Source: an optimization exercise on an open RTL-to-GDS flow (aim: small area, a short achievable clock period and few clock cycles per item). Production flows keep margins and buffers that such runs may drop. Only simulation tests tie the RTL to the original design; equivalence was not proved. Power figures rest on the tool's default switching activity, not on a simulated workload.

<file path="design/flow/design.v">
module irb_rng (
    input  wire         clk,
    input  wire         rst,           
    input  wire         cmd_valid,
    output wire         cmd_ready,
    input  wire [31:0]  cmd_word,
    input  wire [127:0] seed_in,
    input  wire [128:0] a_in,          
    input  wire [128:0] b_in,          
    input  wire [31:0]  cnt_in,
    input  wire [511:0] h_in,
    output reg          res_valid,
    output reg  [3:0]   res_op,
    output reg  [127:0] res_value,
    output wire [31:0]  status
);
    localparam [3:0] OP_NEXT    = 4'h6;
    localparam [3:0] OP_RSTREAM = 4'h7;
    localparam [3:0] OP_RHASH   = 4'h8;
    localparam [3:0] C_OK       = 4'd0;
    localparam [3:0] C_PARAM    = 4'd1;
    localparam [3:0] C_UNSEEDED = 4'd3;
    localparam [3:0] C_ILLEGAL  = 4'd4;
    reg         rdy;
    reg         seeded;
    reg [3:0]   st_code;
    reg         st_depr;
    reg         st_len;      
    reg         st_draw;     
    reg         st_hash;     
    reg         nx_go;       
    reg         is_hash;
    reg [255:0] w;           
    reg [6:0]   p;           
    reg         refill;      
    reg [7:0]   s;           
    reg [7:0]   nb;          
    reg         enforce;
    reg [128:0] a_q;         
    reg [128:0] d_q;         
    reg         bneg;        
    reg [127:0] k_q;         
    reg [31:0]  cnt_left;
    reg [511:0] h_q;
    reg [9:0]   hcnt;
    reg [128:0] x;           
    reg         v3, l3;
    assign cmd_ready = rdy;
    assign status    = {26'd0, seeded, st_depr, st_code};
    wire [3:0]  opc      = cmd_word[31:28];
    wire [10:0] n_imm    = cmd_word[10:0];
    wire dec_seed    = (opc == 4'h5) && (cmd_word[27:0]  == 28'd0);
    wire dec_next    = (opc == 4'h6) && (cmd_word[27:12] == 16'd0);
    wire dec_rstream = (opc == 4'h7) && (cmd_word[27:0]  == 28'd0);
    wire dec_rhash   = (opc == 4'h8) && (cmd_word[27:0]  == 28'd0);
    wire next_bad_n  = (n_imm == 11'd0) || (n_imm > 11'd128);
    wire accept      = cmd_valid && rdy;
    wire [128:0] diff;
    irb_add #(129, 8) u_diff (.a(b_in), .b(~a_in), .ci(1'b1), .s(diff), .co());
    wire         bad  = a_q[128] | bneg | d_q[128];
    wire [127:0] kval;
    irb_add #(128) u_kval (.a(is_hash ? 128'd0 : a_q[127:0]), .b(~d_q[127:0]),
                           .ci(1'b0), .s(kval), .co());
    reg [7:0] dlen;
    integer k;
    always @(*) begin
        dlen = 8'd1;
        for (k = 0; k < 128; k = k + 1)
            if (d_q[k]) dlen = k[7:0] + 8'd1;
    end
    wire [127:0] gen;
    genvar gi;
    generate
        for (gi = 0; gi < 128; gi = gi + 1) begin : g_gen
            wire t1 = (gi + 1 < 128) ? w[129 + gi] : gen[(gi + 1) % 128];
            wire t2 = (gi + 2 < 128) ? w[130 + gi] : gen[(gi + 2) % 128];
            wire t7 = (gi + 7 < 128) ? w[135 + gi] : gen[(gi + 7) % 128];
            assign gen[gi] = w[128 + gi] ^ t1 ^ t2 ^ t7;
        end
    endgenerate
    wire [7:0] u = ~s;
    wire [255:0] rv;
    generate
        for (gi = 0; gi < 256; gi = gi + 1) begin : g_rev
            assign rv[gi] = w[255 - gi];
        end
    endgenerate
    wire [254:0] sh7 = u[7] ? {127'd0, rv[255:128]} : rv[254:0];
    wire [190:0] sh6 = u[6] ? sh7[254:64] : sh7[190:0];
    wire [158:0] sh5 = u[5] ? sh6[190:32] : sh6[158:0];
    wire [142:0] sh4 = u[4] ? sh5[158:16] : sh5[142:0];
    wire [134:0] sh3 = u[3] ? sh4[142:8]  : sh4[134:0];
    wire [130:0] sh2 = u[2] ? sh3[134:4]  : sh3[130:0];
    wire [128:0] sh1 = u[1] ? sh2[130:2]  : sh2[128:0];
    wire [127:0] sh0 = u[0] ? sh1[128:1]  : sh1[127:0];
    reg [127:0] dmask, dtop;
    integer mi;
    always @(*) begin
        for (mi = 0; mi < 128; mi = mi + 1) begin
            dmask[mi] = (mi < nb);
            dtop[mi]  = (mi == nb - 1);
        end
    end
    wire [127:0] drawn = sh0 & dmask;
    wire draw = nx_go | st_draw;
    wire         ge;                                  
    wire [127:0] sum0, sum1;
    irb_carry #(129, 8) u_ge (.a(x), .b(~{1'b0, d_q[127:0]}), .co(ge));
    irb_add #(128) u_sum0 (.a(x[127:0]), .b(a_q[127:0]), .ci(1'b0), .s(sum0), .co());
    irb_add #(128) u_sum1 (.a(x[127:0]), .b(k_q),        .ci(1'b0), .s(sum1), .co());
    wire [127:0] red  = ge ? sum1 : x[127:0];        
    always @(posedge clk) begin
        res_valid <= 1'b0;
        v3        <= 1'b0;
        nx_go     <= 1'b0;
        if (rst) begin
            rdy     <= 1'b1;
            seeded  <= 1'b0;
            st_code <= C_OK;
            st_depr <= 1'b0;
            refill  <= 1'b0;
            st_len  <= 1'b0;
            st_draw <= 1'b0;
            st_hash <= 1'b0;
        end else begin
            if (rdy) begin
                a_q      <= a_in;
                d_q      <= diff;
                bneg     <= b_in[128];
                cnt_left <= cnt_in;
                h_q      <= h_in;
            end
            if (accept && dec_seed) begin
                w[255:128] <= seed_in;
                p          <= 7'd0;
                refill     <= 1'b1;
            end else if (refill || (draw && s[7])) begin
                w          <= {gen, w[255:128]};
                refill     <= 1'b0;
                if (draw) p <= s[6:0];
            end else if (draw) begin
                p <= s[6:0];
            end
            if (draw)
                s <= {1'b0, s[6:0]} + nb;
            if (accept) begin
                st_depr <= 1'b0;
                if (dec_seed) begin
                    seeded  <= 1'b1;
                    st_code <= C_OK;
                end else if (dec_next) begin
                    if (next_bad_n)
                        st_code <= C_PARAM;
                    else if (!seeded)
                        st_code <= C_UNSEEDED;
                    else begin
                        st_code <= C_OK;
                        s       <= {1'b0, p} + n_imm[7:0];
                        nb      <= n_imm[7:0];
                        enforce <= cmd_word[11];
                        nx_go   <= 1'b1;
                        rdy     <= 1'b0;
                    end
                end else if (dec_rstream || dec_rhash) begin
                    is_hash <= dec_rhash;
                    st_len  <= 1'b1;
                    rdy     <= 1'b0;
                end else begin
                    st_code <= C_ILLEGAL;
                end
            end
            if (st_len) begin
                st_len  <= 1'b0;
                st_depr <= is_hash;
                k_q     <= kval;
                nb      <= dlen;
                s       <= {1'b0, p} + dlen;
                hcnt    <= 10'd511;
                if (bad) begin
                    st_code <= C_PARAM;
                    rdy     <= 1'b1;
                end else if (!is_hash && !seeded) begin
                    st_code <= C_UNSEEDED;
                    rdy     <= 1'b1;
                end else if (!is_hash && cnt_left == 32'd0) begin
                    st_code <= C_OK;
                    rdy     <= 1'b1;
                end else begin
                    st_code <= C_OK;
                    st_draw <= !is_hash;
                    st_hash <= is_hash;
                end
            end
            if (st_len || st_hash)
                h_q <= {h_q[510:0], 1'b0};
            if (st_draw) begin
                cnt_left <= cnt_left - 32'd1;
                v3       <= 1'b1;
                l3       <= (cnt_left == 32'd1);
                if (cnt_left == 32'd1)
                    st_draw <= 1'b0;
            end
            if (st_hash) begin
                hcnt <= hcnt - 10'd1;
                if (hcnt == 10'd0) begin
                    st_hash <= 1'b0;
                    v3      <= 1'b1;
                    l3      <= 1'b1;
                end
            end
            if (nx_go) begin
                res_valid <= 1'b1;
                res_op    <= OP_NEXT;
                rdy       <= 1'b1;
            end
            if (v3) begin
                res_valid <= 1'b1;
                res_op    <= is_hash ? OP_RHASH : OP_RSTREAM;
                if (l3)
                    rdy <= 1'b1;
            end
        end
    end
    always @(posedge clk) begin
        if (st_len)
            x <= {128'd0, h_q[511]};
        else if (st_hash)
            x <= (hcnt == 10'd0) ? {1'b0, red} : {red, h_q[511]};
        else
            x <= {1'b0, drawn};
        res_value <= nx_go ? (drawn | (enforce ? dtop : 128'd0)) : (ge ? sum1 : sum0);
    end
endmodule
module irb_add #(parameter N = 128, parameter L = 7) (
    input  wire [N-1:0] a,
    input  wire [N-1:0] b,
    input  wire         ci,
    output wire [N-1:0] s,
    output wire         co
);
    wire [N-1:0] p = a ^ b;
    wire [N-1:0] g [0:L];
    wire [N-1:0] t [0:L];
    assign g[0] = (a & b) | {{(N-1){1'b0}}, p[0] & ci};
    assign t[0] = p;
    genvar k, i;
    generate
        for (k = 0; k < L; k = k + 1) begin : lv
            for (i = 0; i < N; i = i + 1) begin : nd
                if ((i >> k) & 1) begin : c
                    localparam integer J = ((i >> k) << k) - 1;
                    assign g[k+1][i] = g[k][i] | (t[k][i] & g[k][J]);
                    assign t[k+1][i] = t[k][i] & t[k][J];
                end else begin : w
                    assign g[k+1][i] = g[k][i];
                    assign t[k+1][i] = t[k][i];
                end
            end
        end
    endgenerate
    assign s  = p ^ {g[L][N-2:0], ci};
    assign co = g[L][N-1];
endmodule
module irb_carry #(parameter N = 128, parameter L = 7) (
    input  wire [N-1:0] a,
    input  wire [N-1:0] b,
    output wire         co
);
    wire [N-1:0] s;
    irb_add #(N, L) u (.a(a), .b(b), .ci(1'b0), .s(s), .co(co));
endmodule
</file>
<file path="design/flow/run.sh">
#!/bin/bash
# synth_recipe.tcl (not shown) runs the flow's synth.tcl, then flattens the netlist and writes it again
# the make line also repeats each setting of config.mk as NAME=value (left out here)
make -C /OpenROAD-flow-scripts/flow DESIGN_CONFIG=/design/flow/config.mk WORK_HOME=/design/flow/orfs CLKGATE_MAP_FILE= SYNTH_SCRIPT=/design/flow/synth_recipe.tcl finish
</file>
<file path="design/flow/config.mk">
export PLATFORM = sky130hd
export DESIGN_NAME = irb_rng
export DESIGN_NICKNAME = irb_rng
export VERILOG_FILES = /design/flow/design.v
export SDC_FILE = /design/flow/constraint.sdc
export NUM_CORES = 4
export LEC_CHECK = 0
export CAP_MARGIN = 20
export CORE_MARGIN = 2
export CORE_UTILIZATION = 40
export SETUP_SLACK_MARGIN = 3
export SLEW_MARGIN = 20
</file>
<file path="design/flow/constraint.sdc">
create_clock -name core_clock -period 8.0 [get_ports {clk}]
set_input_delay 1.6000 -clock core_clock [delete_from_list [all_inputs] [get_ports {clk}]]
set_output_delay 1.6000 -clock core_clock [all_outputs]
set_load 0.01 [all_outputs]
</file>
==> results of run 1 <==
[critical path: cells and delay by family, from the launching register on]
family | cells | cell delay [ns]
xor gates and xnor gates | 1 | 0.14
buffers and inverters | 2 | 0.35
adders and majority gates | 1 | 0.22
AOI/OAI and AO/OA | 19 | 3.57
DFF | 1 | 0.46
[timing repair]
item | CTS | global route
gates cloned | 1 | 3
pin swaps | 23 | 71
hold buffers | 0 | 0
setup buffers | 28 | 31
gates resized for setup | 110 | 167
endpoints found under the setup margin | 381 | 187
[registers in the layout, summed over array words and instances (netlist names), 10 cells and up]
name	flops
cnt_left	32
hcnt	10
a_q	129
k_q	128
h_q	512
res_value	128
w	256
x	129
d_q	129
[cells by family after synthesis]
| group | synth area share (%) |
|---|---|
| mux | 6.93 |
| flops | 40.9 |
| fa+ha+maj | 8.55 |
| simple gates | 17.4 |
| xor+xnor | 6.61 |
| buf+inv | 3.82 |
| compound gates | 15.8 |
| other cells | 0.00363 |
[stage by stage]
step / hold slack, ns / worst slack (ns) / cells / cell area, sq um
floorplan: 0.424 / -4.29 / 11400 / 103000
global placement: 0.492 / 1.20 / 15500 / 118000
detailed placement: 0.497 / 1.19 / 15500 / 119000
CTS: 0.503 / 2.86 / 15900 / 126000
global route: 0.521 / 2.75 / 16000 / 127000
finish: 0.499 / 2.94 / 16000 / 127000
[how the worst max path moves through the flow]
stage | from | endpoint | slack, ns
floorplan | rst | h_q[0] | -4.29
global placement | a_in[46] | d_q[125] | 1.20
detailed placement | b_in[0] | d_q[50] | 1.19
CTS | d_q[8] | s[7] | 2.86
global route | d_q[2] | s[7] | 2.75
finish | d_q[4] | s[7] | 2.94
[synthesized netlist by cell type (113+ instances only)]
cell type,number
edfxtp_1,1226
nor2b_1,189
xnor2_1,600
buf_1,113
a21oi_1,860
mux2_2,166
dfxtp_1,270
o21ai_0,391
xor2_1,179
a211oi_1,171
clkbuf_1,396
nor2_1,1022
inv_1,422
nor3_1,157
mux2i_1,447
a21o_1,195
a31oi_1,151
nand2_1,2265
nand3_1,121
ha_1,656
[routing by layer]
| metal | vias up | GRT usage (%) | share of wire, % |
|---|---|---|---|
| li1 | 42600 | - | - |
| met5 | - | 0 | 0.031 |
| met4 | 18 | 15.8 | 5.3 |
| met3 | 833 | 8.03 | 10 |
| met1 | 45400 | 44.6 | 42 |
| met2 | 4681 | 48.3 | 43 |
[layout make-up]
type	instances	share of cell area, %
clock buffers	234	3.98
clock inverters	110	1.10
flip-flops and latches	1496	33.2
inverters	424	1.25
well taps	3384	3.33
repair buffers	1377	10.8
multi-input cells	8887	46.2
diodes	51	0.100
[power breakdown]
part,internal (mW),switching [mW],leakage [nW]
Sequential,9.18,0.714,13.9
Clock,5.17,3.79,3.13
Combinational,3.15,4.25,34.9
==> summary.txt, run 1 <==
Hold Path Stages -> 2
Hold_sp -> h_q[324]
Final ANT Viol Nets -> 0
Crit end category -> flop
Area occupied by multi-input gates -> 0.0587 sq mm
Sequential area share after synthesis -> 40.9%
Nets -> 14000
Number of synthesized register bits -> 1496
Hold WC Path Type -> reg -> reg
Synth-to-layout area growth -> 23.1%
Root Driver -> clkbuf_16
Vias -> 93600
Slew @ Worst Pin -> 1.37 ns
Worst-path clk slew -> 0.06 ns
GRT overflow -> 0
Reg2reg path depth -> 23
Cell area after synthesis -> 0.103 sq mm
Num CTS Buffers -> 182
Critical path type -> reg -> reg
Final Util -> 49.5%
Maximum clock insertion buffer count -> 3
Final setup viols -> 0
Core Rows -> 186
Setup TNS -> 0 ns
Reg-to-reg critical path endpoint -> s[7]
Final worst path period need -> 5.06 ns
Vias in the first global route -> 88800
DIE HEIGHT -> 512 microns
Post-synth top flop -> edfxtp_1
Ports -> 1131
Max-slew headroom -> 8.44%
GPL Wtd Cong -> 1.03
DR WL/cell -> 28.2 microns
CTS sink count -> 1496
Tot GR Track Use -> 32.7%
Most numerous cell on the critical path -> a21oi_1
Share of flip-flops with an asynchronous set or reset -> 0%
Synth warnings -> 3
Most frequent cells in the layout -> nand2_1, edfxtp_1, clkdlybuf4s50_1, nor2_1, a21oi_1
Skew final -> 0.0871 ns
Yosys top cell area share -> 35.7%
Synth area leader -> edfxtp_1
Power per Cell Area -> 207 mW/mm^2
Number of detailed-route iterations in the first pass -> 9
Skew-Pair Late Insertion Delay -> 0.89 ns
Reg area -> 0.0422 sq mm
Post-detail-place hpwl -> 351 mm
Share of cells above drive strength 1 -> 8.46%
TritonCTS clock tree -> done
DR iter-0 viols -> 11200
Worst IR Drop VDD -> 0.236 mV
Gate count after technology mapping -> 11400
Max-slew violations -> 0
CP Max Fanout -> 4
Crit start category -> flop
Post-route DRC -> 0
Final wirelength -> 450 mm
Final Cycle Share -> 63.3%
Hold Vio Cnt, Final -> 0
CP arrival -> 5.60 ns
Initial Util -> 40.2%
Die area -> 0.262 sq mm
Leading post-synthesis cells by cell area -> edfxtp_1, nand2_1, ha_1
CP cell instances -> o311ai_1, a311oi_1, o311ai_1, a211oi_1, o31ai_1, buf_4, a211oi_4, o31ai_2, a311oi_1, o21ai_0, a21oi_1, o21ai_2, a21oi_4, inv_1, ha_1, a21o_1, a21oi_2, o21bai_1, a21oi_2, o21bai_1, a21oi_1, xnor2_1, a21oi_1
Post-synth EDFFs -> 1226
Count of different cell masters after synthesis -> 109
CP max-delay cell -> edfxtp_1
WP data required -> 8.53 ns
Avg Cell Area, Syn -> 9.09 sq um
Die Wd -> 512 microns
Buffers added on ports -> 1103
Status -> timing/DRC/antenna clean
CTS H-tree depth -> 4
Unrepaired setup endpoints after global routing -> true
Initial antenna violation count -> 103
Most common cell after layout, fill and taps aside -> nand2_1
Max Fclk -> 0.198 GHz
Power consumption -> 26.2 mW
Vias per cell -> 5.86
R2r setup slk -> 2.94 ns
Global-route wire length before repair -> 628 mm
Fill count -> 24000
Largest net degree at the start of global routing -> 208
Cell leakage power -> 51.9 nW
Max-Cap Viols -> 0
Worst path max stage delay -> 0.46 ns
Hold endpoint -> h_q[325]
Worst R2R Start -> d_q[4]
Core box area -> 0.257 sq mm
Testbench counts, summed over its fixed seeds: cycles 20,753, items 15,011.
==> inputs of run 2 (changes only) <==
--- a/design/flow/design.v
+++ b/design/flow/design.v
@@ -41,3 +41,2 @@
     reg         bneg;        
-    reg [127:0] k_q;         
     reg [31:0]  cnt_left;
@@ -49,2 +48,3 @@
     assign status    = {26'd0, seeded, st_depr, st_code};
+    genvar gi;
     wire [3:0]  opc      = cmd_word[31:28];
@@ -60,14 +60,48 @@
     wire         bad  = a_q[128] | bneg | d_q[128];
-    wire [127:0] kval;
-    irb_add #(128) u_kval (.a(is_hash ? 128'd0 : a_q[127:0]), .b(~d_q[127:0]),
-                           .ci(1'b0), .s(kval), .co());
-    reg [7:0] dlen;
-    integer k;
-    always @(*) begin
-        dlen = 8'd1;
-        for (k = 0; k < 128; k = k + 1)
-            if (d_q[k]) dlen = k[7:0] + 8'd1;
-    end
+    wire [63:0] pe_v1;
+    wire [63:0] pe_i1;
+    wire [31:0] pe_v2;
+    wire [63:0] pe_i2;
+    wire [15:0] pe_v3;
+    wire [47:0] pe_i3;
+    wire [7:0] pe_v4;
+    wire [31:0] pe_i4;
+    wire [3:0] pe_v5;
+    wire [19:0] pe_i5;
+    wire [1:0] pe_v6;
+    wire [11:0] pe_i6;
+    wire [0:0] pe_v7;
+    wire [6:0] pe_i7;
+    generate for (gi = 0; gi < 64; gi = gi + 1) begin : g_pe1
+        assign pe_v1[gi] = d_q[2*gi+1] | d_q[2*gi];
+        assign pe_i1[gi] = d_q[2*gi+1];
+    end endgenerate
+    generate for (gi = 0; gi < 32; gi = gi + 1) begin : g_pe2
+        assign pe_v2[gi] = pe_v1[2*gi+1] | pe_v1[2*gi];
+        assign pe_i2[gi*2 +: 2] = pe_v1[2*gi+1] ? {1'b1, pe_i1[(2*gi+1)*1 +: 1]} : {1'b0, pe_i1[(2*gi)*1 +: 1]};
+    end endgenerate
+    generate for (gi = 0; gi < 16; gi = gi + 1) begin : g_pe3
+        assign pe_v3[gi] = pe_v2[2*gi+1] | pe_v2[2*gi];
+        assign pe_i3[gi*3 +: 3] = pe_v2[2*gi+1] ? {1'b1, pe_i2[(2*gi+1)*2 +: 2]} : {1'b0, pe_i2[(2*gi)*2 +: 2]};
+    end endgenerate
+    generate for (gi = 0; gi < 8; gi = gi + 1) begin : g_pe4
+        assign pe_v4[gi] = pe_v3[2*gi+1] | pe_v3[2*gi];
+        assign pe_i4[gi*4 +: 4] = pe_v3[2*gi+1] ? {1'b1, pe_i3[(2*gi+1)*3 +: 3]} : {1'b0, pe_i3[(2*gi)*3 +: 3]};
+    end endgenerate
+    generate for (gi = 0; gi < 4; gi = gi + 1) begin : g_pe5
+        assign pe_v5[gi] = pe_v4[2*gi+1] | pe_v4[2*gi];
+        assign pe_i5[gi*5 +: 5] = pe_v4[2*gi+1] ? {1'b1, pe_i4[(2*gi+1)*4 +: 4]} : {1'b0, pe_i4[(2*gi)*4 +: 4]};
+    end endgenerate
+    generate for (gi = 0; gi < 2; gi = gi + 1) begin : g_pe6
+        assign pe_v6[gi] = pe_v5[2*gi+1] | pe_v5[2*gi];
+        assign pe_i6[gi*6 +: 6] = pe_v5[2*gi+1] ? {1'b1, pe_i5[(2*gi+1)*5 +: 5]} : {1'b0, pe_i5[(2*gi)*5 +: 5]};
+    end endgenerate
+    generate for (gi = 0; gi < 1; gi = gi + 1) begin : g_pe7
+        assign pe_v7[gi] = pe_v6[2*gi+1] | pe_v6[2*gi];
+        assign pe_i7[gi*7 +: 7] = pe_v6[2*gi+1] ? {1'b1, pe_i6[(2*gi+1)*6 +: 6]} : {1'b0, pe_i6[(2*gi)*6 +: 6]};
+    end endgenerate
+    wire [6:0] dtop_i = pe_i7;           
+    wire [7:0] dlen   = {1'b0, dtop_i} + 8'd1;
+    wire [7:0] p1     = {1'b0, p} + 8'd1;
     wire [127:0] gen;
-    genvar gi;
     generate
@@ -109,3 +143,10 @@
     irb_add #(128) u_sum0 (.a(x[127:0]), .b(a_q[127:0]), .ci(1'b0), .s(sum0), .co());
-    irb_add #(128) u_sum1 (.a(x[127:0]), .b(k_q),        .ci(1'b0), .s(sum1), .co());
+    wire [127:0] a_k  = is_hash ? 128'd0 : a_q[127:0];
+    wire [127:0] nd   = ~d_q[127:0];
+    wire [127:0] k_x  = a_k ^ nd;
+    wire [127:0] k_o  = a_k | nd;
+    wire [127:0] k_a  = a_k & nd;
+    wire [127:0] cs_s = x[127:0] ^ k_x;
+    wire [127:0] cs_c = (x[127:0] & k_o) | k_a;
+    irb_add #(128) u_sum1 (.a(cs_s), .b({cs_c[126:0], 1'b0}), .ci(1'b0), .s(sum1), .co());
     wire [127:0] red  = ge ? sum1 : x[127:0];        
@@ -174,5 +215,4 @@
                 st_depr <= is_hash;
-                k_q     <= kval;
                 nb      <= dlen;
-                s       <= {1'b0, p} + dlen;
+                s       <= p1 + {1'b0, dtop_i};
                 hcnt    <= 10'd511;
--- a/design/flow/config.mk
+++ b/design/flow/config.mk
@@ -10,3 +10,3 @@
 export CORE_UTILIZATION = 40
-export SETUP_SLACK_MARGIN = 3
+export SETUP_SLACK_MARGIN = 4
 export SLEW_MARGIN = 20
==> run 2 against run 1 <==
Against the previous run: still clean; routed wire length is 1.2% lower; count of clock-buffer cells in the layout is 31 lower; area after synthesis is 4.8% lower; die area is 4.7% lower; register-to-register slack worse by 0.24 ns; sequential share of layout area is 4.1 points lower; global-route usage is 1.0 points higher; fmax is 4.6% lower; critical path depth is 6 higher; final area is 3.8% higher; first-iteration DRC count is 5.2% lower; critical path type unchanged; largest power group is now combinational cells.
==> summary.txt, run 2 <==
Yosys top cell area share -> 33.5% (was 35.7%)
Post-detail-place hpwl -> 325 mm (was 351 mm)
Vias in the first global route -> 89400 (was 88800)
DIE HEIGHT -> 500 microns (was 512 microns)
R2r setup slk -> 2.70 ns (was 2.94 ns)
Number of detailed-route iterations in the first pass -> 6 (was 9)
Most common cell after layout, fill and taps aside -> nand2_1 (unchanged)
Vias per cell -> 5.89 (was 5.86)
Vias -> 92900 (was 93600)
Tot GR Track Use -> 33.7% (was 32.7%)
Root Driver -> clkbuf_16 (unchanged)
Most numerous cell on the critical path -> buf_6 (was a21oi_1)
Largest net degree at the start of global routing -> 215 (was 208)
Fin cells -> 15800 (was 16000)
Max-slew headroom -> 10.2% (was 8.44%)
Share of flip-flops with an asynchronous set or reset -> 0% (unchanged)
DR iter-0 viols -> 10600 (was 11200)
Bufs and invs on worst path -> 13 (was 2)
Max Fclk -> 0.189 GHz (was 0.198 GHz)
Final setup viols -> 0 (unchanged)
Hold WC Path Type -> reg -> reg (unchanged)
Synth-to-layout area growth -> 34.2% (was 23.1%)
Initial Util -> 40.1% (was 40.2%)
Max-Cap Viols -> 0 (unchanged)
Cell area after synthesis -> 0.0983 sq mm (was 0.103 sq mm)
Critical path type -> reg -> reg (unchanged)
CP max-delay cell -> fa_1 (was edfxtp_1)
Number of flip-flops in the largest register -> 512 (unchanged)
Ports -> 1131 (unchanged)
Placed cells -> 14800 (was 15500)
Skew-Pair Late Insertion Delay -> 0.86 ns (was 0.89 ns)
Largest register by flop count -> h_q (unchanged)
Dominant cell by count in the synthesized netlist -> nand2_1 (unchanged)
Worst path max stage delay -> 0.54 ns (was 0.46 ns)
Worst R2R Start -> is_hash (was d_q[4])
Post-synth EDFFs -> 1098 (was 1226)
Share of cells above drive strength 1 -> 18.5% (was 8.46%)
Synth area leader -> edfxtp_1 (unchanged)
Crit start category -> flop (unchanged)
Slew @ Worst Pin -> 1.33 ns (was 1.37 ns)
Unrepaired setup endpoints after global routing -> true (unchanged)
CP arrival -> 6.02 ns (was 5.60 ns)
Kind of cell adding the most delay to the critical path -> buffers and inverters (was compound AO/OA/AOI/OAI gates)
Nets -> 14000 (about the same)
CTS sink count -> 1368 (was 1496)
Initial antenna violation count -> 94 (was 103)
WP data required -> 8.72 ns (was 8.53 ns)
GRT overflow -> 0 (unchanged)
Worst IR Drop VDD -> 0.203 mV (was 0.236 mV)
Reg-to-reg critical path endpoint -> res_value[122] (was s[7])
Die area -> 0.250 sq mm (was 0.262 sq mm)
Skew final -> 0.0584 ns (was 0.0871 ns)
Maximum clock insertion buffer count -> 3 (unchanged)
Number of synthesized register bits -> 1368 (was 1496)
Gate count after technology mapping -> 10900 (was 11400)
Post-route DRC -> 0 (unchanged)
Num CTS Buffers -> 164 (was 182)
Core box area -> 0.245 sq mm (was 0.257 sq mm)
Final worst path period need -> 5.30 ns (was 5.06 ns)
Global-route wire length before repair -> 621 mm (was 628 mm)
Die Wd -> 500 microns (was 512 microns)
Avg Cell Area, Syn -> 9.00 sq um (was 9.09 sq um)
Count of different cell masters after synthesis -> 98 (was 109)
CP startpoint -> is_hash (was d_q[4])
Core Rows -> 182 (was 186)
Most frequent cells after synthesis -> nand2_1, edfxtp_1, nor2_1 (unchanged)
Critical path depth -> 29 (was 23)
Final Cycle Share -> 66.3% (was 63.3%)
Reg2reg path depth -> 29 (was 23)
Top flop regs -> h_q (512), w (256) (unchanged)
DR WL/cell -> 28.2 microns (about the same)
Final wirelength -> 444 mm (was 450 mm)
Hold Vio Cnt, Final -> 0 (unchanged)
GPL Wtd Cong -> 1.03 (about the same)
Crit end category -> flop (unchanged)
Cell leakage power -> 54.3 nW (was 51.9 nW)
Post-Place Worst Slack -> 1.46 ns (was 1.19 ns)
TritonCTS clock tree -> done (unchanged)
Leading post-synthesis cells by cell area -> edfxtp_1, nand2_1, ha_1 (unchanged)
Power per Cell Area -> 225 mW/mm^2 (was 207 mW/mm^2)
Setup ws final -> 2.70 ns (was 2.94 ns)
Status -> timing/DRC/antenna clean (unchanged)
Buffers added on ports -> 1103 (unchanged)
CP endpoint -> res_value[122] (was s[7])
Fill count -> 21900 (was 24000)
Max-slew violations -> 0 (unchanged)
Most frequent cells in the layout -> nand2_1, edfxtp_1, clkdlybuf4s50_1, nor2_1, inv_1 (was nand2_1, edfxtp_1, clkdlybuf4s50_1, nor2_1, a21oi_1)
Post-synth top flop -> edfxtp_1 (unchanged)
Worst-path clk slew -> 0.06 ns (about the same)
Sequential area share after synthesis -> 39.0% (was 40.9%)
Final ANT Viol Nets -> 0 (unchanged)
CTS H-tree depth -> 4 (unchanged)
Synth warnings -> 3 (unchanged)
CP Max Fanout -> 6 (was 4)
==> run 2: cell types whose count changed in the layout (fill, tap and decap cells not counted), moves of 91 or more <==
cell / previous run / this run
nor2_1: 1001 / 701
inv_1: 407 / 693
a21oi_1: 837 / 568
ha_1: 633 / 426
buf_4: 227 / 431
buf_6: 6 / 199
nor2b_1: 182 / 47
edfxtp_1: 1226 / 1098
xnor2_1: 600 / 487
fa_1: 29 / 141
a21oi_2: 22 / 124
a211oi_1: 150 / 54
o21ai_0: 371 / 276
mux2_2: 166 / 75
==> run 2: worst register-to-register path, delay by kind of cell (launching register included) <==
kind | cells | cell delay, ns
buf+inv | 13 | 1.90
compound gates | 12 | 1.81
fa+ha+maj | 2 | 0.81
flops | 1 | 0.44
xor+xnor | 1 | 0.16
simple gates | 1 | 0.04
==> run 2: what timing repair did <==
item,in CTS,in global routing
setup buffers,344,197
pin swaps,466,393
cloned,22,9
resized for setup,1306,525
setup endpoints to repair,886,434
hold buffers,0,0
==> run 2: final cells by class <==
type	instances	area [sq um]	share of cell area, %
antenna	54	135	0.102
clock buffer	203	4310	3.27
clock inverter	98	1270	0.965
inverter	769	2960	2.24
multi-input combinational	8228	62500	47.4
sequential	1368	38400	29.1
tap	3220	4030	3.05
timing repair buffer	1818	18300	13.9
timing repair inverter	1	11.3	0.00854
==> run 2: cells by family after synthesis <==
logic type,count (synthesis),share of synthesized area [%]
AO/OA/AOI/OAI,2272,14.8
buffers and inverters,1366,5.43
other,1,0.00381
adder cells (fa/ha/maj),681,9.81
XOR/XNOR,701,6.24
multiplexers,677,8.32
AND/OR/NAND/NOR,3864,16.3
flip-flops,1368,39.0
==> run 2: metrics by stage <==
stage               area (sq um)  hold slack (ns)  util [%]  setup TNS (ns)  power (mW)
floorplan                  98900            0.424         -        -2185.70        14.1
global placement          113000            0.447      46.0               0        17.7
detailed placement        113000            0.467      46.0               0        17.8
CTS                       128000            0.477      52.0               0        28.0
global route              132000            0.507      53.8               0        30.6
finish                    132000            0.474      53.8               0        29.6
==> run 2: how the worst min path moves through the flow <==
stage	from	to	slack, ns	cells past startpoint
global placement	st_code[1]	st_code[1]	0.45	2
finish	h_q[10]	h_q[11]	0.47	2
floorplan	w[255]	w[127]	0.42	0
detailed placement	st_code[1]	st_code[1]	0.47	2
CTS	st_code[1]	st_code[1]	0.48	2
global route	h_q[10]	h_q[11]	0.51	2
==> run 2: layer usage <==
| metal | track usage, % | up-vias | routed length, microns |
|---|---|---|---|
| li1 | - | 41100 | - |
| met1 | 43.5 | 45600 | 175000 |
| met2 | 51.4 | 4965 | 195000 |
| met3 | 8.38 | 1158 | 44000 |
| met4 | 19.4 | 55 | 30100 |
| met5 | 0 | - | 416 |
==> run 2: report_power, final <==
part	switching [mW]	total (mW)	leakage [nW]	internal, mW
combinational	6.78	12.6	38.8	5.81
clock	3.42	7.87	2.69	4.44
sequential	0.730	9.16	12.8	8.43
Testbench counts of run 2, summed over its fixed seeds: cycles 20,753, items 15,011.
==> inputs of run 3 (changes only) <==
--- a/design/flow/design.v
+++ b/design/flow/design.v
@@ -142,8 +142,7 @@
     irb_carry #(129, 8) u_ge (.a(x), .b(~{1'b0, d_q[127:0]}), .co(ge));
-    irb_add #(128) u_sum0 (.a(x[127:0]), .b(a_q[127:0]), .ci(1'b0), .s(sum0), .co());
-    wire [127:0] a_k  = is_hash ? 128'd0 : a_q[127:0];
     wire [127:0] nd   = ~d_q[127:0];
-    wire [127:0] k_x  = a_k ^ nd;
-    wire [127:0] k_o  = a_k | nd;
-    wire [127:0] k_a  = a_k & nd;
+    irb_add #(128) u_sum0 (.a(x[127:0]), .b(st_hash ? nd : a_q[127:0]), .ci(1'b0), .s(sum0), .co());
+    wire [127:0] k_x  = a_q[127:0] ^ nd;
+    wire [127:0] k_o  = a_q[127:0] | nd;
+    wire [127:0] k_a  = a_q[127:0] & nd;
     wire [127:0] cs_s = x[127:0] ^ k_x;
@@ -151,3 +150,3 @@
     irb_add #(128) u_sum1 (.a(cs_s), .b({cs_c[126:0], 1'b0}), .ci(1'b0), .s(sum1), .co());
-    wire [127:0] red  = ge ? sum1 : x[127:0];        
+    wire [127:0] red  = ge ? sum0 : x[127:0];        
     always @(posedge clk) begin
@@ -170,4 +169,2 @@
                 bneg     <= b_in[128];
-                cnt_left <= cnt_in;
-                h_q      <= h_in;
             end
@@ -217,3 +214,2 @@
                 s       <= p1 + {1'b0, dtop_i};
-                hcnt    <= 10'd511;
                 if (bad) begin
@@ -233,9 +229,6 @@
             end
-            if (st_len || st_hash)
-                h_q <= {h_q[510:0], 1'b0};
             if (st_draw) begin
-                cnt_left <= cnt_left - 32'd1;
                 v3       <= 1'b1;
-                l3       <= (cnt_left == 32'd1);
-                if (cnt_left == 32'd1)
+                l3       <= (cnt_left == 32'd0);
+                if (cnt_left == 32'd0)
                     st_draw <= 1'b0;
@@ -243,3 +236,2 @@
             if (st_hash) begin
-                hcnt <= hcnt - 10'd1;
                 if (hcnt == 10'd0) begin
@@ -264,6 +256,7 @@
     always @(posedge clk) begin
-        if (st_len)
-            x <= {128'd0, h_q[511]};
-        else if (st_hash)
-            x <= (hcnt == 10'd0) ? {1'b0, red} : {red, h_q[511]};
+        h_q <= rdy ? h_in : {h_q[510:0], 1'b0};
+        cnt_left <= rdy ? cnt_in : cnt_left - 32'd1;
+        hcnt     <= st_len ? 10'd510 : hcnt - 10'd1;
+        if (st_len | st_hash)
+            x <= {red & {128{~st_len}}, h_q[511]};
         else
==> run 3 against run 2 <==
Against the previous run: cell count shrank 7.6%; non-clock buffer count grew 48; fmax grew 8.9%; synthesized cell count shrank 10%; register-to-register slack gained 0.43 ns; sequential share of layout area shrank 3.4 points; routed wire length shrank 5.3%; clock power grew 3.0%; total power shrank 6.8%; largest power group unchanged.
==> summary.txt, run 3 <==
Number of detailed-route iterations in the first pass -> 7 (was 6)
Yosys top cell area share -> 17.8% (was 33.5%)
Vias in the first global route -> 84700 (was 89400)
GPL Wtd Cong -> 1.01 (was 1.03)
Nets -> 13000 (was 14000)
Final worst path period need -> 4.87 ns (was 5.30 ns)
Worst-path clk slew -> 0.06 ns (about the same)
CP arrival -> 5.62 ns (was 6.02 ns)
Fin cells -> 14600 (was 15800)
Sequential area share after synthesis -> 35.4% (was 39.0%)
Sw Share -> 36.0% (was 36.9%)
Unrepaired setup endpoints after global routing -> true (unchanged)
TritonCTS clock tree -> done (unchanged)
Die area -> 0.236 sq mm (was 0.250 sq mm)
CTS H-tree depth -> 4 (unchanged)
Post-route DRC -> 0 (unchanged)
Slew @ Worst Pin -> 1.46 ns (was 1.33 ns)
Max Fclk -> 0.205 GHz (was 0.189 GHz)
Cell area after synthesis -> 0.0927 sq mm (was 0.0983 sq mm)
Setup TNS -> 0 ns (unchanged)
Post-synth top flop -> dfxtp_1 (was edfxtp_1)
Number of synthesized register bits -> 1368 (unchanged)
Share of cells above drive strength 1 -> 26.1% (was 18.5%)
CP startpoint -> st_hash (was is_hash)
Ports -> 1131 (unchanged)
Die Wd -> 485 microns (was 500 microns)
Post-Place Worst Slack -> 1.16 ns (was 1.46 ns)
Tot GR Track Use -> 33.9% (was 33.7%)
WP data required -> 8.75 ns (was 8.72 ns)
M1 WL -> 154 mm (was 175 mm)
Synth area leader -> dfxtp_1 (was edfxtp_1)
Hold Vio Cnt, Final -> 0 (unchanged)
CP max-delay cell -> a2111o_1 (was fa_1)
CP Max Fanout -> 6 (unchanged)
CTS sink count -> 1368 (unchanged)
Most frequent cells after synthesis -> inv_1, nor2_1, dfxtp_1 (was nand2_1, edfxtp_1, nor2_1)
Worst R2R Start -> st_hash (was is_hash)
DR iter-0 viols -> 8592 (was 10600)
Initial Util -> 40.3% (was 40.1%)
Synth-to-layout area growth -> 37.9% (was 34.2%)
Core Rows -> 176 (was 182)
Buffers added on ports -> 1103 (unchanged)
Clock power frac -> 29.4% (was 26.6%)
Dominant cell by count in the synthesized netlist -> inv_1 (was nand2_1)
Post-synth EDFFs -> 544 (was 1098)
Vias per cell -> 5.91 (was 5.89)
Status -> timing/DRC/antenna clean (unchanged)
Final ANT Viol Nets -> 0 (unchanged)
Avg Cell Area, Syn -> 9.43 sq um (was 9.00 sq um)
Root Driver -> clkbuf_16 (unchanged)
Final Cycle Share -> 60.9% (was 66.3%)
Critical path type -> reg -> reg (unchanged)
Crit end category -> flop (unchanged)
Max-Cap Viols -> 0 (unchanged)
Final setup viols -> 0 (unchanged)
Core box area -> 0.230 sq mm (was 0.245 sq mm)
Internal power -> 17.7 mW (was 18.7 mW)
Global-route wire length before repair -> 589 mm (was 621 mm)
Most numerous cell on the critical path -> buf_12 (was buf_6)
Maximum clock insertion buffer count -> 3 (unchanged)
Vias -> 86000 (was 92900)
Hold-fix buffers at CTS -> 0 (unchanged)
Largest register by flop count -> h_q (unchanged)
Gate count after technology mapping -> 9827 (was 10900)
Placed cells -> 13600 (was 14800)
Max-slew violations -> 0 (unchanged)
Sequential share of power -> 31.1% (was 30.9%)
Num CTS Buffers -> 165 (was 164)
Number of flip-flops in the largest register -> 512 (unchanged)
DIE HEIGHT -> 485 microns (was 500 microns)
Max-slew headroom -> 2.61% (was 10.2%)
Detail Route met2 WL -> 194 mm (was 195 mm)
Power per Cell Area -> 216 mW/mm^2 (was 225 mW/mm^2)
Hold_sp -> h_q[136] (was h_q[10])
CP cell instances -> buf_12, buf_12, buf_12, inv_16, buf_4, mux2i_1, ha_1, a21o_1, a21oi_2, o21ai_2, a21o_1, a211o_4, o211a_4, o21ai_4, buf_6, buf_6, nand2_8, a31o_4, a2111o_1, o311ai_4, nand2_1, a221oi_2
Fill count -> 20000 (was 21900)
Largest net degree at the start of global routing -> 195 (was 215)
Synth warnings -> 3 (unchanged)
Skew-Pair Late Insertion Delay -> 0.87 ns (was 0.86 ns)
Skew final -> 0.0707 ns (was 0.0584 ns)
Leading post-synthesis cells by cell area -> dfxtp_1, edfxtp_1, mux2_2 (was edfxtp_1, nand2_1, ha_1)
Post-detail-place hpwl -> 298 mm (was 325 mm)
DR WL/cell -> 28.9 microns (was 28.2 microns)
Most common cell after layout, fill and taps aside -> clkdlybuf4s50_1 (was nand2_1)
Power consumption -> 27.6 mW (was 29.6 mW)
Share of flip-flops with an asynchronous set or reset -> 0% (unchanged)
Hold WC Path Type -> reg -> reg (unchanged)
NetSw -> 9.95 mW (was 10.9 mW)
GRT overflow -> 0 (unchanged)
Setup ws final -> 3.13 ns (was 2.70 ns)
Worst IR Drop VDD -> 0.209 mV (was 0.203 mV)
Most frequent cells in the layout -> clkdlybuf4s50_1, inv_1, dfxtp_1, nor2_1, nand2_1 (was nand2_1, edfxtp_1, clkdlybuf4s50_1, nor2_1, inv_1)
Final wirelength -> 421 mm (was 444 mm)
Count of different cell masters after synthesis -> 100 (was 98)
Cell leakage power -> 53.2 nW (was 54.3 nW)
Worst path max stage delay -> 0.46 ns (was 0.54 ns)
Top flop regs -> h_q (512), w (256) (unchanged)
Crit start category -> flop (unchanged)
Met3 WL post-DR -> 40.1 mm (was 44.0 mm)
Logic pwr share -> 39.5% (was 42.5%)
Initial antenna violation count -> 52 (was 94)
Top Layer Used -> met5 (unchanged)
[run 3: cell count changes after synthesis, sizes merged, moves of 23 or more]
cell	before	now
nor2	793	838
a21oi	732	755
a21o	171	139
mux2	80	604
clkbuf	421	353
inv	765	907
a22oi	51	17
edfxtp	1098	544
dfxtp	270	824
a31oi	114	90
a211oi	139	222
nand2	2380	652
[run 3: critical path, delay by kind of cell, from the launching register on]
| kind | cells | cell delay [ns] |
|---|---|---|
| AO/OA/AOI/OAI | 11 | 2.78 |
| adder cells (fa/ha/maj) | 1 | 0.30 |
| buffers and inverters | 7 | 0.92 |
| flip-flops | 1 | 0.34 |
| multiplexers | 1 | 0.22 |
| AND/OR/NAND/NOR | 2 | 0.19 |
[run 3: what timing repair did]
item	CTS	global route
endpoints found under the setup margin	643	493
buffers inserted	375	176
gates cloned	76	5
pin swaps	519	367
resized for setup	1404	616
[run 3: cells by family (layout without fill, tap and decap cells)]
kind of cell,after synthesis,after routing,synth area share (%)
multiplexers,1233,1233,15.7
AND/OR/NAND/NOR,2167,2176,10.4
buffers and inverters,1435,3088,6.00
other,1,50,0.00405
AO/OA/AOI/OAI,2262,2262,15.6
XOR/XNOR,681,681,6.44
adder cells (fa/ha/maj),680,680,10.4
flip-flops,1368,1368,35.4
[run 3: cell type report]
class / count / area [sq um] / share of cell area, %
diodes: 23 / 57.6 / 0.0450
clock buffers: 216 / 4650 / 3.64
clock inverters: 91 / 1220 / 0.956
inverters: 909 / 3470 / 2.72
multi-input cells: 7059 / 61900 / 48.5
flip-flops and latches: 1368 / 32900 / 25.7
well taps: 3026 / 3790 / 2.96
repair buffers: 1866 / 19700 / 15.4
repair inverters: 6 / 97.6 / 0.0764
[run 3: power by group through the flow]
| stage | combinational (mW) | sequential [mW] | clock [mW] |
|---|---|---|---|
| 3_3_place_gp | 7.79 | 8.69 | 0 |
| 4_1_cts | 9.81 | 8.54 | 8.22 |
| 6_report | 10.9 | 8.57 | 8.11 |
| 3_5_place_dp | 7.86 | 8.69 | 0 |
| 5_1_grt | 11.5 | 8.59 | 8.50 |
| 2_1_floorplan | 4.70 | 8.51 | 0 |
[run 3: per-layer routing]
layer  track usage, %  vias up
li1                 -    38000
met1             39.7    42000
met4             22.4       34
met5                0        -
met2             55.1     4677
met3             8.36     1336
[run 3: worst paths after layout]
| path | endpoint | slack, ns | cells after the start |
|---|---|---|---|
| worst max register to register | x[118] | 3.13 | 22 |
| worst min-delay path | h_q[137] | 0.43 | 1 |
| worst max-delay path | x[118] | 3.13 | 22 |
| worst min register to register | h_q[137] | 0.43 | 1 |
[run 3: stage by stage]
step	utilization [%]	hold slack [ns]	cell area (sq um)
floorplan	-	0.394	93300
CTS	53.8	0.429	124000
detailed placement	46.6	0.421	107000
global route	55.5	0.437	128000
finish	55.5	0.426	128000
global placement	46.6	0.407	107000
Testbench counts of run 3, summed over its fixed seeds: cycles 20,753, items 15,011.
==> inputs of run 4 (changes only) <==
--- a/design/flow/config.mk
+++ b/design/flow/config.mk
@@ -9,4 +9,4 @@
 export CORE_MARGIN = 2
-export CORE_UTILIZATION = 40
-export SETUP_SLACK_MARGIN = 4
+export CORE_UTILIZATION = 50
+export SETUP_SLACK_MARGIN = 3
 export SLEW_MARGIN = 20
==> run 4 against run 3 <==
Against the previous run: area after synthesis unchanged; via count decreased by 5.9%; total power decreased by 13%; register-to-register slack got worse by 0.17 ns; largest cell class unchanged; clock skew increased by 0.0012 ns; fmax decreased by 3.4%; sequential share of layout area increased by 3.3 points; worst hold slack improved by 0.012 ns; sequential power about the same; die area decreased by 20%; first-iteration DRC count decreased by 0.66%; count of clock-buffer cells in the layout increased by 2.
==> summary.txt, run 4 <==
Max-slew violations -> 0 (unchanged)
Worst IR Drop VDD -> 0.177 mV (was 0.209 mV)
WP data required -> 8.76 ns (was 8.75 ns)
Most frequent cells after synthesis -> inv_1, nor2_1, dfxtp_1 (unchanged)
Post-synth EDFFs -> 544 (unchanged)
Max Fclk -> 0.198 GHz (was 0.205 GHz)
Setup TNS -> 0 ns (unchanged)
Skew final -> 0.0719 ns (was 0.0707 ns)
Share of cells above drive strength 1 -> 12.7% (was 26.1%)
Share of flip-flops with an asynchronous set or reset -> 0% (unchanged)
Number of detailed-route iterations in the first pass -> 9 (was 7)
Number of flip-flops in the largest register -> 512 (unchanged)
Crit start category -> flop (unchanged)
Cell area after layout -> 0.113 sq mm (was 0.128 sq mm)
DIE HEIGHT -> 435 microns (was 485 microns)
Core box area -> 0.185 sq mm (was 0.230 sq mm)
CTS sink count -> 1368 (unchanged)
Leading post-synthesis cells by cell area -> dfxtp_1, edfxtp_1, mux2_2 (unchanged)
Crit end category -> flop (unchanged)
Initial Util -> 50.1% (was 40.3%)
Post-detail-place hpwl -> 289 mm (was 298 mm)
GRT overflow -> 0 (unchanged)
Reg area -> 0.0329 sq mm (about the same)
Skew-Pair Late Insertion Delay -> 0.85 ns (was 0.87 ns)
Yosys top cell area share -> 17.8% (unchanged)
CP arrival -> 5.80 ns (was 5.62 ns)
Die area -> 0.189 sq mm (was 0.236 sq mm)
Hold_sp -> hcnt[0] (was h_q[136])
CTS H-tree depth -> 4 (unchanged)
Placed Area -> 0.106 sq mm (was 0.107 sq mm)
Buffers added on ports -> 1103 (unchanged)
Synth Area in XOR/XNOR -> 6.44% (unchanged)
Reg-to-reg critical path endpoint -> res_value[73] (was x[118])
Synth warnings -> 3 (unchanged)
Count of different cell masters after synthesis -> 100 (unchanged)
Most frequent cells in the layout -> clkdlybuf4s50_1, inv_1, dfxtp_1, nor2_1, a21oi_1 (was clkdlybuf4s50_1, inv_1, dfxtp_1, nor2_1, nand2_1)
Post-synth top flop -> dfxtp_1 (unchanged)
Reg2reg path depth -> 14 (was 22)
Power per Cell Area -> 213 mW/mm^2 (was 216 mW/mm^2)
Top flop regs -> h_q (512), w (256) (unchanged)
Ports -> 1131 (unchanged)
Final Cycle Share -> 63.0% (was 60.9%)
Cell area after synthesis -> 0.0927 sq mm (unchanged)
Core Rows -> 158 (was 176)
Final ANT Viol Nets -> 0 (unchanged)
Synth Area in Simple Gates -> 10.4% (unchanged)
Vias in the first global route -> 77800 (was 84700)
Hold endpoint -> hcnt[0] (was h_q[137])
Dominant cell by count in the synthesized netlist -> inv_1 (unchanged)
DR WL/cell -> 27.5 microns (was 28.9 microns)
Hold Path Stages -> 1 (unchanged)
GPL Wtd Cong -> 1.03 (was 1.01)
Die Wd -> 435 microns (was 485 microns)
Area occupied by multi-input gates -> 0.0555 sq mm (was 0.0619 sq mm)
R2r setup slk -> 2.96 ns (was 3.13 ns)
Post-synthesis adder-cell area fraction -> 10.4% (unchanged)
Post-route DRC -> 0 (unchanged)
Cell leakage power -> 47.5 nW (was 53.2 nW)
Nets -> 12400 (was 13000)
Maximum clock insertion buffer count -> 3 (unchanged)
Largest register by flop count -> h_q (unchanged)
Most common cell after layout, fill and taps aside -> clkdlybuf4s50_1 (unchanged)
Initial antenna violation count -> 46 (was 52)
Largest family of logic cells by synthesized area -> multiplexers (unchanged)
Sequential area share after synthesis -> 35.4% (unchanged)
CP Max Fanout -> 57 (was 6)
Tot GR Track Use -> 37.5% (was 33.9%)
Vias -> 81000 (was 86000)
Worst R2R Start -> s[6] (was st_hash)
DR iter-0 viols -> 8535 (was 8592)
Final worst path period need -> 5.04 ns (was 4.87 ns)
Gate count after technology mapping -> 9827 (unchanged)
Fill count -> 15900 (was 20000)
Hold-fix buffers at CTS -> 0 (unchanged)
Largest net degree at the start of global routing -> 232 (was 195)
Hold Vio Cnt, Final -> 0 (unchanged)
Max-Cap Viols -> 0 (unchanged)
Slew @ Worst Pin -> 1.29 ns (was 1.46 ns)
Synth Area in Compound Gates -> 15.6% (unchanged)
Hold WC Path Type -> reg -> reg (unchanged)
Worst-path clk slew -> 0.06 ns (about the same)
Status -> timing/DRC/antenna clean (unchanged)
TritonCTS clock tree -> done (unchanged)
Num CTS Buffers -> 156 (was 165)
Root Driver -> clkbuf_16 (unchanged)
Unrepaired setup endpoints after global routing -> true (unchanged)
Synth-to-layout area growth -> 22.0% (was 37.9%)
Final setup viols -> 0 (unchanged)
Synth area leader -> dfxtp_1 (unchanged)
Final wirelength -> 369 mm (was 421 mm)
Mux share of post-synthesis cell area -> 15.7% (unchanged)
Max-slew headroom -> 13.2% (was 2.61%)
Global-route wire length before repair -> 523 mm (was 589 mm)
Avg Cell Area, Syn -> 9.43 sq um (unchanged)
Power consumption -> 24.1 mW (was 27.6 mW)
Critical path type -> reg -> reg (unchanged)
Number of synthesized register bits -> 1368 (unchanged)
Vias per cell -> 6.04 (was 5.91)
-- run 4: cell counts after synthesis --
No cell type changed its count.
-- run 4: layout make-up --
type                    instances  share of cell area, %
inverters                     909                   3.05
diodes                         30                 0.0664
repair inverters                2                 0.0177
multi-input cells            7051                   49.1
repair buffers               1284                   11.3
well taps                    2480                   2.75
clock inverters                69                  0.584
flip-flops and latches       1368                   29.1
clock buffers                 218                   4.04
-- run 4: kinds of logic (layout without fill, tap and decap cells) --
kind of cell	after synthesis	in the layout
xor+xnor	681	681
buf+inv	1435	2482
simple gates	2167	2168
compound gates	2262	2262
flops	1368	1368
mux	1233	1233
other cells	1	57
fa+ha+maj	680	680
-- run 4: worst max-delay path, cell delays in order, from the launching register on --
cell	delay [ns]
edfxtp_1	0.49
clkbuf_8	0.51
buf_16	0.38
mux2i_1	0.13
o2bb2ai_1	0.62
a221oi_1	0.23
a21oi_1	0.31
mux2_2	0.25
nor2_1	0.04
a21oi_1	0.24
mux2_2	0.26
nor2_1	0.06
a211oi_1	0.91
a21oi_1	0.21
a21oi_1	0.24
-- run 4: worst max-delay path by stage --
stage               cells past startpoint  slack (ns)    start             to
floorplan                               2        2.01      rst         a_q[0]
global placement                       20        1.57  b_in[0]       d_q[128]
detailed placement                     20        1.55  b_in[0]       d_q[128]
CTS                                    18        2.86  d_q[78]           s[7]
global route                           20        2.91   d_q[5]           s[7]
finish                                 14        2.96     s[6]  res_value[73]
-- run 4: repair_timing --
action / in CTS / in global routing
setup endpoints to repair: 179 / 166
hold endpoints to repair: 0 / 0
gates cloned: 2 / 4
resized for setup: 90 / 150
pin swaps: 20 / 57
buffers inserted: 16 / 30
-- run 4: through the flow --
| stage | hold slack, ns | setup slack (ns) | instances | util, % |
|---|---|---|---|---|
| 6_report | 0.438 | 2.96 | 13400 | 61.2 |
| 5_1_grt | 0.463 | 2.91 | 13400 | 61.1 |
| 4_1_cts | 0.437 | 2.86 | 13300 | 60.6 |
| 3_5_place_dp | 0.422 | 1.55 | 13000 | 57.4 |
| 3_3_place_gp | 0.405 | 1.57 | 13000 | 57.4 |
| 2_1_floorplan | 0.394 | 2.01 | 9853 | - |
-- run 4: layer usage --
layer / up-vias / part of all wire [%] / GRT usage [%]
li1: 36800 / - / -
met1: 39300 / 40 / 48.3
met2: 4033 / 45 / 58.5
met3: 802 / 9.2 / 8.48
met4: 32 / 5.9 / 20.0
met5: - / 0.061 / 0
-- run 4: power by group --
part	switching, mW	internal (mW)
Combinational	4.60	3.58
Sequential	0.618	7.94
Clock	3.19	4.13
Total	8.40	15.6
==> inputs of run 5 (changes only) <==
==> design/flow/flow/run.sh (new file) <==
#!/bin/bash
# The standard layout, with plain buf_1 cells as the port buffers (the
# standard flow picks a delay buffer for them); repair_design and
# repair_timing resize them where the load needs it.
set -euo pipefail
export BUFFER_PORTS_ARGS="-buffer_cell sky130_fd_sc_hd__buf_1"
bash standard.sh finish > standard_flow.log 2>&1
==> design/flow/standard.sh (new file) <==
#!/bin/bash
# synth_recipe.tcl (not shown) runs the flow's synth.tcl, then flattens the netlist and writes it again
# the make line also repeats each setting of config.mk as NAME=value (left out here)
make -C /OpenROAD-flow-scripts/flow DESIGN_CONFIG=/design/flow/config.mk WORK_HOME=/design/flow/orfs CLKGATE_MAP_FILE= SYNTH_SCRIPT=/design/flow/synth_recipe.tcl "${@:-finish}"
--- a/design/flow/config.mk
+++ b/design/flow/config.mk
@@ -9,3 +9,3 @@
 export CORE_MARGIN = 2
-export CORE_UTILIZATION = 50
+export CORE_UTILIZATION = 40
 export SETUP_SLACK_MARGIN = 3
removed: design/flow/run.sh
==> run 5 against run 4 <==
Against the previous run: still clean; non-clock buffer count increased by 22; worst hold slack worse by 0.031 ns; register-to-register slack improved by 0.06 ns; via count is 0.12% lower; critical path depth unchanged; critical path type unchanged; largest power group unchanged; highest routed layer unchanged.
==> summary.txt, run 5 <==
Count of different cell masters after synthesis -> 100 (unchanged)
Most frequent cells in the layout -> buf_1, inv_1, nor2_1, dfxtp_1, a21oi_1 (was clkdlybuf4s50_1, inv_1, dfxtp_1, nor2_1, a21oi_1)
Vias -> 80900 (was 81000)
Max-slew headroom -> 21.1% (was 13.2%)
CP arrival -> 5.67 ns (was 5.80 ns)
Worst path max stage delay -> 0.70 ns (was 0.91 ns)
Vias per cell -> 5.78 (was 6.04)
Max-Cap Viols -> 0 (unchanged)
CP max-delay cell -> a2111oi_1 (was a211oi_1)
Tot GR Track Use -> 30.9% (was 37.5%)
Num CTS Buffers -> 161 (was 156)
DIE HEIGHT -> 485 microns (was 435 microns)
Skew final -> 0.105 ns (was 0.0719 ns)
TritonCTS clock tree -> done (unchanged)
Setup ws final -> 3.02 ns (was 2.96 ns)
Post-synth EDFFs -> 544 (unchanged)
Status -> timing/DRC/antenna clean (unchanged)
Power per Cell Area -> 225 mW/mm^2 (was 213 mW/mm^2)
Maximum clock insertion buffer count -> 3 (unchanged)
Post-synth top flop -> dfxtp_1 (unchanged)
Unrepaired setup endpoints after global routing -> true (unchanged)
Most frequent cells after synthesis -> inv_1, nor2_1, dfxtp_1 (unchanged)
Mux share of post-synthesis cell area -> 15.7% (unchanged)
Top flop regs -> h_q (512), w (256) (unchanged)
Worst IR Drop VDD -> 0.209 mV (was 0.177 mV)
Final worst path period need -> 4.98 ns (was 5.04 ns)
Post-Place Worst Slack -> 1.29 ns (was 1.55 ns)
Vias in the first global route -> 79300 (was 77800)
Nets -> 12400 (about the same)
Post-route DRC -> 0 (unchanged)
Die area -> 0.236 sq mm (was 0.189 sq mm)
Post-synthesis adder-cell area fraction -> 10.4% (unchanged)
Core box area -> 0.230 sq mm (was 0.185 sq mm)
Share of cells above drive strength 1 -> 13.1% (was 12.7%)
Synth-to-layout area growth -> 15.7% (was 22.0%)
Post-detail-place hpwl -> 298 mm (was 289 mm)
Core Rows -> 176 (was 158)
Most common cell after layout, fill and taps aside -> buf_1 (was clkdlybuf4s50_1)
Number of flip-flops in the largest register -> 512 (unchanged)
Sequential area share after synthesis -> 35.4% (unchanged)
Leading post-synthesis cells by cell area -> dfxtp_1, edfxtp_1, mux2_2 (unchanged)
WP data required -> 8.69 ns (was 8.76 ns)
Synth Area in Simple Gates -> 10.4% (unchanged)
Initial antenna violation count -> 44 (was 46)
Cell leakage power -> 44.7 nW (was 47.5 nW)
Gate count after technology mapping -> 9827 (unchanged)
Crit end category -> flop (unchanged)
Buffers added on ports -> 1103 (unchanged)
Number of synthesized register bits -> 1368 (unchanged)
Yosys top cell area share -> 17.8% (unchanged)
Hold Vio Cnt, Final -> 0 (unchanged)
Most numerous cell on the critical path -> a211oi_2 (was a21oi_1)
Synth Area in XOR/XNOR -> 6.44% (unchanged)
DR WL/cell -> 27.1 microns (was 27.5 microns)
Slew @ Worst Pin -> 1.18 ns (was 1.29 ns)
CP Max Fanout -> 26 (was 57)
GPL Wtd Cong -> 1.01 (was 1.03)
Root Driver -> clkbuf_16 (unchanged)
CTS H-tree depth -> 4 (unchanged)
Number of detailed-route iterations in the first pass -> 7 (was 9)
Hold WC Path Type -> reg -> reg (unchanged)
Dominant cell by count in the synthesized netlist -> inv_1 (unchanged)
GRT overflow -> 0 (unchanged)
Skew-Pair Late Insertion Delay -> 0.89 ns (was 0.85 ns)
Critical path type -> reg -> reg (unchanged)
DR iter-0 viols -> 7890 (was 8535)
Ports -> 1131 (unchanged)
Hold-fix buffers at CTS -> 0 (unchanged)
CTS sink count -> 1368 (unchanged)
Initial Util -> 40.3% (was 50.1%)
Max Fclk -> 0.201 GHz (was 0.198 GHz)
Crit start category -> flop (unchanged)
Synth area leader -> dfxtp_1 (unchanged)
Global-route wire length before repair -> 538 mm (was 523 mm)
Largest net degree at the start of global routing -> 168 (was 232)
Final ANT Viol Nets -> 0 (unchanged)
Final setup viols -> 0 (unchanged)
Share of flip-flops with an asynchronous set or reset -> 0% (unchanged)
Synth warnings -> 3 (unchanged)
Final Cycle Share -> 62.3% (was 63.0%)
Largest register by flop count -> h_q (unchanged)
Setup TNS -> 0 ns (unchanged)
Synth Area in Compound Gates -> 15.6% (unchanged)
Largest family of logic cells by synthesized area -> multiplexers (unchanged)
Max-slew violations -> 0 (unchanged)
Die Wd -> 485 microns (was 435 microns)
Final wirelength -> 379 mm (was 369 mm)
Avg Cell Area, Syn -> 9.43 sq um (unchanged)
Cell area after synthesis -> 0.0927 sq mm (unchanged)
CP cell instances -> inv_1, ha_1, a2111oi_1, a211oi_2, a211oi_2, a21oi_2, o31a_1, o2111a_1, or2_4, buf_4, nor2_2, buf_12, a32o_1, a21oi_1 (was clkbuf_8, buf_16, mux2i_1, o2bb2ai_1, a221oi_1, a21oi_1, mux2_2, nor2_1, a21oi_1, mux2_2, nor2_1, a211oi_1, a21oi_1, a21oi_1)
Worst-path clk slew -> 0.06 ns (about the same)
[run 5: critical path: cells and delay by family, from the launching register on]
kind,cells,cell delay (ns)
AO/OA/AOI/OAI,8,2.85
adder cells (fa/ha/maj),1,0.32
buffers and inverters,3,0.55
flip-flops,1,0.43
AND/OR/NAND/NOR,2,0.65
[run 5: what timing repair did]
item / in CTS / in global routing
buffers inserted: 27 / 34
cloned: 4 / 2
resized for setup: 101 / 104
pin swaps: 18 / 54
endpoints found under the setup margin: 345 / 167
[run 5: cell families after synthesis]
kind of cell / Yosys count
other: 1
flip-flops: 1368
XOR/XNOR: 681
AO/OA/AOI/OAI: 2262
multiplexers: 1233
AND/OR/NAND/NOR: 2167
buffers and inverters: 1435
adder cells (fa/ha/maj): 680
[run 5: final timing paths]
path / to / cells past startpoint / startpoint / slack, ns
worst max-delay path: res_value[99] / 14 / d_q[5] / 3.02
worst min-delay path: h_q[42] / 1 / h_q[41] / 0.41
worst max register to register: res_value[99] / 14 / d_q[5] / 3.02
worst min register to register: h_q[42] / 1 / h_q[41] / 0.41
[run 5: area by class of cell]
| class | count | area, sq um |
|---|---|---|
| fill | 22100 | 123000 |
| multi-input combinational | 7052 | 55400 |
| sequential | 1368 | 32900 |
| timing repair buffer | 1306 | 5980 |
| clock buffer | 214 | 4550 |
| tap | 3026 | 3790 |
| inverter | 909 | 3440 |
| clock inverter | 87 | 1160 |
| antenna | 17 | 42.5 |
| timing repair inverter | 2 | 17.5 |
[run 5: routing by layer]
layer	vias to the layer above	global-route usage [%]	wire length, microns
met5	-	0	161
met4	24	15.9	23700
met3	831	6.11	30200
met2	3745	51.0	176000
met1	39400	38.1	149000
li1	36800	-	-
[run 5: stage by stage]
stage	utilization (%)	area [sq um]	hold slack [ns]	std cells	power [mW]
floorplan	-	92800	0.394	9853	13.2
global placement	43.4	99900	0.406	13600	15.8
detailed placement	43.4	99900	0.420	13600	15.8
CTS	46.2	106000	0.399	13900	23.9
global route	46.6	107000	0.423	14000	25.1
finish	46.6	107000	0.406	14000	24.1
[run 5: power breakdown]
| part | internal [mW] | switching (mW) |
|---|---|---|
| clock | 4.51 | 3.38 |
| combinational | 2.94 | 4.75 |
| sequential | 7.94 | 0.572 |
| total | 15.4 | 8.70 |
==> inputs of run 6 (changes only) <==
--- a/design/flow/design.v
+++ b/design/flow/design.v
@@ -133,3 +133,3 @@
         for (mi = 0; mi < 128; mi = mi + 1) begin
-            dmask[mi] = (mi < nb);
+            dmask[mi] = (mi < nb) & ~rdy;      
             dtop[mi]  = (mi == nb - 1);
@@ -181,4 +181,2 @@
             end
-            if (draw)
-                s <= {1'b0, s[6:0]} + nb;
             if (accept) begin
@@ -195,3 +193,2 @@
                         st_code <= C_OK;
-                        s       <= {1'b0, p} + n_imm[7:0];
                         nb      <= n_imm[7:0];
@@ -213,3 +210,2 @@
                 nb      <= dlen;
-                s       <= p1 + {1'b0, dtop_i};
                 if (bad) begin
@@ -259,4 +255,10 @@
         hcnt     <= st_len ? 10'd510 : hcnt - 10'd1;
+        if (rdy)
+            s <= {1'b0, p} + n_imm[7:0];
+        else if (st_len)
+            s <= p1 + {1'b0, dtop_i};
+        else
+            s <= {1'b0, s[6:0]} + nb;
         if (st_len | st_hash)
-            x <= {red & {128{~st_len}}, h_q[511]};
+            x <= {red, h_q[511]};
         else
--- a/design/flow/config.mk
+++ b/design/flow/config.mk
@@ -10,3 +10,3 @@
 export CORE_UTILIZATION = 40
-export SETUP_SLACK_MARGIN = 3
+export SETUP_SLACK_MARGIN = 3.3
 export SLEW_MARGIN = 20
==> run 6 against run 5 <==
Against the previous run: final area grew 0.84%; critical path depth stayed put; sequential share of layout area decreased by 0.32 points; worst hold slack improved by 0.024 ns; count of clock-buffer cells in the layout grew 7; fmax up 2.1%; die area down 1.3%; global-route usage rose by 0.19 points; total power shrank 15%; setup slack improved by 0.10 ns; combinational power fell by 36%; largest power group unchanged.
==> summary.txt, run 6 <==
Status -> timing/DRC/antenna clean (unchanged)
Most common cell after layout, fill and taps aside -> buf_1 (unchanged)
CTS sink count -> 1368 (unchanged)
Post-synthesis adder-cell area fraction -> 10.5% (was 10.4%)
Dominant cell by count in the synthesized netlist -> inv_1 (unchanged)
Yosys top cell area share -> 18.2% (was 17.8%)
Final Cycle Share -> 60.9% (was 62.3%)
Hold WC Path Type -> reg -> reg (unchanged)
TritonCTS clock tree -> done (unchanged)
Largest register by flop count -> h_q (unchanged)
Vias -> 80100 (was 80900)
Avg Cell Area, Syn -> 9.47 sq um (was 9.43 sq um)
CTS H-tree depth -> 4 (unchanged)
Synth Area in Simple Gates -> 10.8% (was 10.4%)
Crit end category -> flop (unchanged)
Count of different cell masters after synthesis -> 96 (was 100)
Post-synth top flop -> dfxtp_1 (unchanged)
Fin cells -> 13900 (was 14000)
Synth Area in Compound Gates -> 14.2% (was 15.6%)
NetSw -> 6.63 mW (was 8.70 mW)
Final ANT Viol Nets -> 0 (unchanged)
Synth warnings -> 3 (unchanged)
Placed cells -> 13400 (was 13600)
Cell area after synthesis -> 0.0915 sq mm (was 0.0927 sq mm)
Sequential share of power -> 38.6% (was 35.3%)
Core box area -> 0.227 sq mm (was 0.230 sq mm)
Reg-to-reg critical path endpoint -> res_value[58] (was res_value[99])
Number of flip-flops in the largest register -> 512 (unchanged)
Hold-fix buffers at CTS -> 0 (unchanged)
Ports -> 1131 (unchanged)
Largest family of logic cells by synthesized area -> multiplexers (unchanged)
Synth area leader -> dfxtp_1 (unchanged)
Global-route wire length before repair -> 529 mm (was 538 mm)
Logic pwr share -> 24.2% (was 31.9%)
==> run 6: cell count changes in the layout (fill, tap and decap cells not counted), moves of 30 or more <==
cell      change
a21oi_1     -162
nand2_1     +139
nor2_1      -107
a211oi_1    -101
mux2i_1      +86
buf_4        +78
mux2_2       -35
a21o_1       +30
==> run 6: per-stage QoR <==
step                cell area, sq um  hold slack, ns
floorplan                      91600           0.401
global placement               98800           0.425
detailed placement             98800           0.431
CTS                           106000           0.421
global route                  108000           0.433
finish                        108000           0.430
==> run 6: cell families (layout without fill, tap and decap cells) <==
group	Yosys count	after routing
xor+xnor	674	674
mux	1290	1290
flops	1368	1368
fa+ha+maj	680	680
other cells	1	63
simple gates	2215	2216
buf+inv	1383	2596
compound gates	2048	2049
==> run 6: worst max-delay path, delay by kind of cell, from the launching register on <==
| family | cells | cell delay, ns |
|---|---|---|
| flops | 1 | 0.50 |
| buf+inv | 4 | 0.71 |
| fa+ha+maj | 1 | 0.29 |
| compound gates | 3 | 1.34 |
| simple gates | 6 | 1.82 |
==> run 6: repair_timing <==
| action | in CTS | in global routing |
|---|---|---|
| buffers inserted | 69 | 103 |
| gates resized for setup | 223 | 228 |
| pin swaps | 58 | 118 |
| gates cloned | 7 | 3 |
| setup endpoints to repair | 332 | 190 |
==> run 6: power by group through the flow <==
stage	Sequential, mW	Clock (mW)	Combinational [mW]
5_1_grt	7.91	7.96	5.31
2_1_floorplan	7.90	0	3.08
3_5_place_dp	8.05	0	4.50
4_1_cts	7.89	7.69	4.69
6_report	7.88	7.58	4.94
3_3_place_gp	8.05	0	4.45
==> run 6: per-layer routing <==
metal  vias to the layer above  track usage [%]  routed length, microns
met2                      3942             50.5                  174000
met5                         -                0                     281
met3                       890             7.09                   33400
met4                        42             17.3                   24600
met1                     38800             38.0                  147000
li1                      36400                -                       -
==> run 6: layout make-up <==
cell class | instances | area (sq um) | share of cell area, %
Antenna cell | 36 | 90.1 | 0.0833
Timing Repair Buffer | 1409 | 7100 | 6.57
Tap cell | 3009 | 3760 | 3.48
Clock buffer | 221 | 4630 | 4.28
Clock inverter | 75 | 843 | 0.780
Inverter | 891 | 3360 | 3.11
Sequential cell | 1368 | 32800 | 30.3
Multi-Input combinational cell | 6936 | 55500 | 51.4
==> run 6: how the worst max path moves through the flow <==
| stage | from | to | slack [ns] | cells past startpoint |
|---|---|---|---|---|
| floorplan | rst | a_q[0] | 2.17 | 1 |
| global placement | b_in[0] | d_q[128] | 1.13 | 17 |
| detailed placement | a_in[0] | d_q[128] | 1.16 | 16 |
| CTS | d_q[25] | s[6] | 3.18 | 18 |
| global route | d_q[85] | s[7] | 3.08 | 23 |
| finish | d_q[126] | res_value[58] | 3.12 | 14 |
Testbench counts of run 6, summed over its fixed seeds: cycles 20,753, items 15,011.

Setup slack of run 6, layout unchanged: 3.124 ns with ideal ports, 3.124 ns with driving cells assumed (clock clkbuf_16, inputs buf_2), 2.460 ns with port delays also shifted by the 0.934 ns mid clock arrival.
